From an optimization exercise on the open Yosys and OpenROAD flow, aimed at small area, a short achievable clock period and few clock cycles per item; shortcuts taken in it are not production practice.
Where RTL was checked, it was by simulation tests only, not by an equivalence proof against the original.
No activity file was given, so power comes from the tool's default toggle rates.

## job 6699
// oncore_crc
module oncore_crc (
    input  wire        clk,
    input  wire        rst_n,        
    input  wire [1:0]  cmd,          
    input  wire [4:0]  cmd_order,    
    input  wire [15:0] cmd_poly,     
    input  wire [15:0] cmd_init,     
    input  wire [7:0]  cmd_data,     
    output wire        cmd_ready,
    output wire        res_valid,
    output wire [15:0] res
);
Size in the first run: about 680 cells after synthesis, ~68 flip-flops.
==> flow/config.mk <==
export PLATFORM = sky130hd
export DESIGN_NAME = oncore_crc
export DESIGN_NICKNAME = oncore_crc
export VERILOG_FILES = /design/flow/design.v
export SDC_FILE = /design/flow/constraint.sdc
export NUM_CORES = 4
export LEC_CHECK = 0
export CAP_MARGIN = 20
export CORE_MARGIN = 2
export CORE_UTILIZATION = 40
export CTS_BUF_LIST = sky130_fd_sc_hd__clkbuf_8
export CTS_CLUSTER_DIAMETER = 100
export CTS_CLUSTER_SIZE = 25
export SETUP_SLACK_MARGIN = 3.25
export SLEW_MARGIN = 20
==> flow/constraint.sdc <==
create_clock -name core_clock -period 6.0 [get_ports {clk}]
set_input_delay 1.2000 -clock core_clock [delete_from_list [all_inputs] [get_ports {clk}]]
set_output_delay 1.2000 -clock core_clock [all_outputs]
set_load 0.01 [all_outputs]
standard.sh (not shown) runs the stock make flow with config.mk's settings and CLKGATE_MAP_FILE= SYNTH_SCRIPT=/design/flow/synth_recipe.tcl, a recipe that flattens the netlist after the stock synthesis.
==> flow/flow/run.sh <==
#!/bin/bash
# Standard layout, but the port buffers that global placement inserts use
# buf_1 instead of the slow clkdlybuf4s50_1 that buffer_ports picks by itself.
set -euo pipefail
export BUFFER_PORTS_ARGS="-buffer_cell sky130_fd_sc_hd__buf_1"
bash standard.sh > standard.log 2>&1
Testbench counts of job 6699, summed over its fixed seeds: cycles 35,351, bytes 32,800.
Edits applied to the flow inputs when going from job 6699 to job 7074:
Settings: SETUP_SLACK_MARGIN changed from 3.25 to 3.1; CTS_CLUSTER_DIAMETER removed (was 100); CTS_CLUSTER_SIZE removed (was 25).
## What came out
[compare] base=job 6699 new=job 7074: final wirelength rose 1.6%; power moved down.
Summary — data required time at the worst endpoint, job 7074 relative to job 6699: higher, by 50 ps.
Met1 usage, job 6699 and job 7074: smaller value in job 6699
Relative to job 6699, utilization decreased by 0.94 points in job 7074.
Diff job 6699 -> job 7074: total area of multi-input combinational cells shows a reduction of 0.90%; final cell count shows a reduction of about 0.44%.
diff inputs: job 7074 => job 5548
Settings: SETUP_SLACK_MARGIN changed from 3.1 to 3.5.
==> notes.md <==
Diff job 7074 -> job 5548: overall fraction of global-route tracks in use -0.56 points, number of non-clock buffers +25.
Final cell area: job 5548 above job 7074
Diff job 7074 and job 5548: total power higher in job 5548
Modified inputs, job 7746 compared to job 5548
Settings: a change of SETUP_SLACK_MARGIN from 3.5 to 3.25.
### Flow results
Measured against job 7746, the combinational power of job 5548 comes out at 1.2 times the reference value.
Where worst hold slack is concerned, job 5548 is better than job 7746.
Job 7746 ends up with higher largest driver fanout on the critical path than job 5548 does.
For number of multi-input logic gates, job 5548 and job 7746 come out practically identical.
| sequential fraction of total cell area | job 7746 vs job 5548 | 1.9 points higher |
Compared with job 5548, job 7746 shows final-layout clock-cell area share lower by 0.32 points.
Re total routed wirelength: job 7746 is 910 µm down on job 5548.

========
Setup of cedar:
The RTL this note starts from:
==> flow/design.v <==
module oncore_crc (
    input  wire        clk,
    input  wire        rst_n,        
    input  wire [1:0]  cmd,          
    input  wire [4:0]  cmd_order,    
    input  wire [15:0] cmd_poly,     
    input  wire [15:0] cmd_init,     
    input  wire [7:0]  cmd_data,     
    output wire        cmd_ready,
    output wire        res_valid,
    output wire [15:0] res
);
    localparam [1:0] CMD_START  = 2'd1;
    localparam [1:0] CMD_BYTE   = 2'd2;
    localparam [1:0] CMD_FINISH = 2'd3;
    reg [7:0]  crc_lo;       
    reg [15:0] poly;         
    reg [6:0]  q;            
    reg [3:0]  nlo;          
    reg [7:0]  top;          
    reg        data_v;
    reg        align_v;      
    reg [15:0] rsh;
    reg [3:0]  rcnt;         
    reg        rbusy;
    reg        fin_r;        
    reg  ready_r;            
    reg  valid_r;            
    wire rfree = !rbusy || (rcnt == 4'd0);
    wire rload = fin_r && rfree;
    wire [3:0] rcnt_n  = rload ? nlo : rcnt + 4'd1;
    wire       rbusy_n = rload || (rbusy && rcnt != 4'd0);
    wire       fin_n   = (fin_r && !rfree) || (cmd == CMD_FINISH && ready_r);
    assign cmd_ready = ready_r;
    assign res_valid = valid_r;
    assign res       = rsh;
    wire start = (cmd == CMD_START);
    function [15:0] align;
        input [15:0] x;
        input [4:0]  n;
        reg   [31:0] y;
        begin
            y = {x, 16'b0};
            y = n[0] ? {1'b0, y[31:1]} : y;
            y = n[1] ? {2'b0, y[31:2]} : y;
            y = n[2] ? {4'b0, y[31:4]} : y;
            y = n[3] ? {8'b0, y[31:8]} : y;
            align = y[15:0] | (x & {16{n[4]}});
        end
    endfunction
    reg [7:0] qn;
    integer m, j;
    always @* begin
        qn = 8'd1;
        for (m = 1; m < 8; m = m + 1) begin
            qn[m] = 1'b0;
            for (j = 1; j <= m; j = j + 1)
                qn[m] = qn[m] ^ (poly[16-j] & qn[m-j]);
        end
    end
    wire [15:0] pv   = poly & {16{data_v}};
    wire [15:0] base = data_v  ? {crc_lo, 8'b0}
                     : start   ? cmd_init
                     : align_v ? align({top, crc_lo}, {nlo == 4'd0, nlo})
                     : {top, crc_lo};
    reg  [7:0]  d, fb;
    reg  [15:0] crc_d;
    integer i, k;
    always @* begin
        for (i = 0; i < 8; i = i + 1)
            d[i] = top[7-i];
        for (i = 0; i < 8; i = i + 1) begin
            fb[i] = d[i];
            for (k = 0; k < i; k = k + 1)
                fb[i] = fb[i] ^ (q[i-k-1] & d[k]);
        end
        crc_d = base;
        for (k = 0; k < 8; k = k + 1)
            crc_d = crc_d ^ ({16{fb[k]}} & (pv << (7-k)));
    end
    always @(posedge clk) begin
        top    <= crc_d[15:8] ^ (cmd_data & {8{cmd == CMD_BYTE}});
        data_v <= (cmd == CMD_BYTE);
        align_v <= start;
        q      <= qn[7:1];
        crc_lo <= crc_d[7:0];
        if (start) begin
            poly <= align(cmd_poly, cmd_order);
            nlo  <= cmd_order[3:0];
        end
        rsh  <= rload ? {top, crc_lo} : {1'b0, rsh[15:1]};
        rcnt <= rcnt_n;
        if (!rst_n) begin
            rbusy   <= 1'b0;
            fin_r   <= 1'b0;
            ready_r <= 1'b1;
            valid_r <= 1'b0;
        end else begin
            rbusy   <= rbusy_n;
            fin_r   <= fin_n;
            ready_r <= !fin_n || !rbusy_n || (rcnt_n == 4'd0);
            valid_r <= rbusy_n && (rcnt_n == 4'd0);
        end
    end
endmodule
==> flow/config.mk <==
export PLATFORM = sky130hd
export DESIGN_NAME = oncore_crc
export DESIGN_NICKNAME = oncore_crc
export VERILOG_FILES = /design/flow/design.v
export SDC_FILE = /design/flow/constraint.sdc
export NUM_CORES = 4
export LEC_CHECK = 0
export CAP_MARGIN = 20
export CORE_MARGIN = 2
export CORE_UTILIZATION = 40
export CTS_BUF_LIST = sky130_fd_sc_hd__clkbuf_8
export SETUP_SLACK_MARGIN = 3.5
export SLEW_MARGIN = 20
==> flow/constraint.sdc <==
create_clock -name core_clock -period 6.0 [get_ports {clk}]
set_input_delay 1.2000 -clock core_clock [delete_from_list [all_inputs] [get_ports {clk}]]
set_output_delay 1.2000 -clock core_clock [all_outputs]
set_load 0.01 [all_outputs]
Scripts as last shown in full above: flow/flow/run.sh
Modified inputs, oak compared to cedar
# cedar
export LEC_CHECK = 0
export CAP_MARGIN = 20
export CORE_MARGIN = 2
export CORE_UTILIZATION = 40
export CTS_BUF_LIST = sky130_fd_sc_hd__clkbuf_8
export SETUP_SLACK_MARGIN = 3.5
export SLEW_MARGIN = 20
create_clock -name core_clock -period 6.0 [get_ports {clk}]
# oak
export LEC_CHECK = 0
export CAP_MARGIN = 20
export CORE_MARGIN = 2
export CORE_UTILIZATION = 40
export CTS_BUF_LIST = sky130_fd_sc_hd__clkbuf_8
export SETUP_SLACK_MARGIN = 3.25
export SLEW_MARGIN = 20
create_clock -name core_clock -period 6.0 [get_ports {clk}]
[summary]
- Changes observed in oak relative to cedar: number of clock buffer instances in the layout down 1, combinational power went down about 6%, maximum frequency down about 8%, count of non-filler cells in the finished layout now smaller, non-clock buffer count decreased 21%.
- Lower hold slack goes to cedar over oak.
- The via count of oak falls short of that of cedar by 118.
- The final reports for oak and cedar show HPWL reported at the end of detailed placement lower in the former.
- Worst setup slack in oak vs cedar: down 0.22 ns
- oak: met3 demand-to-capacity share in global routing is 0.27 points lower than what cedar reported.
- Going from cedar to oak, part of the cycle the worst path needs grows by 3.7 points.
Function was not checked in any run of this note: the RTL went through the layout flow alone.

==> static timing again, ports no longer ideal <==
How much do the figures lean on ideal ports? The routed layouts below were timed once more, with nothing changed but the port constraints. Step 1 assumes that a clkbuf_16 drives the clock port and a buf_2 every other input. Step 2, shift: input delay + t, output delay - t, t = (earliest + latest rising clock arrival at the registers) / 2. This alone moves slack from input paths to output paths. a / b / c = no drivers / after step 1 / after step 2; a / b = the first two.
run | shift t [ns] | setup WS [ns] | latest minus earliest clock arrival (ns) | worst data-port slew with drivers (ns)
job 6699 | 0.398 | 3.328 / 3.245 / 2.847 | 0.017 / 0.016 | 0.12
job 7074 | 0.397 | 3.194 / 3.177 / 2.781 | 0.020 / 0.019 | 0.05
job 5548 | 0.382 | 3.422 / 3.319 / 2.937 | 0.012 / 0.012 | 0.13
job 7746 | 0.398 | 3.328 / 3.245 / 2.847 | 0.017 / 0.016 | 0.12
cedar | 0.399 | 3.527 / 3.518 / 3.119 | 0.010 / 0.010 | 0.07
oak | 0.386 | 3.306 / 3.306 / 3.025 | 0.014 / 0.014 | 0.04
After both steps setup and hold are still met in every run listed. The setup slack of job 5548, which loses most, moves by -0.103 ns with the drivers and by -0.485 ns with both steps.
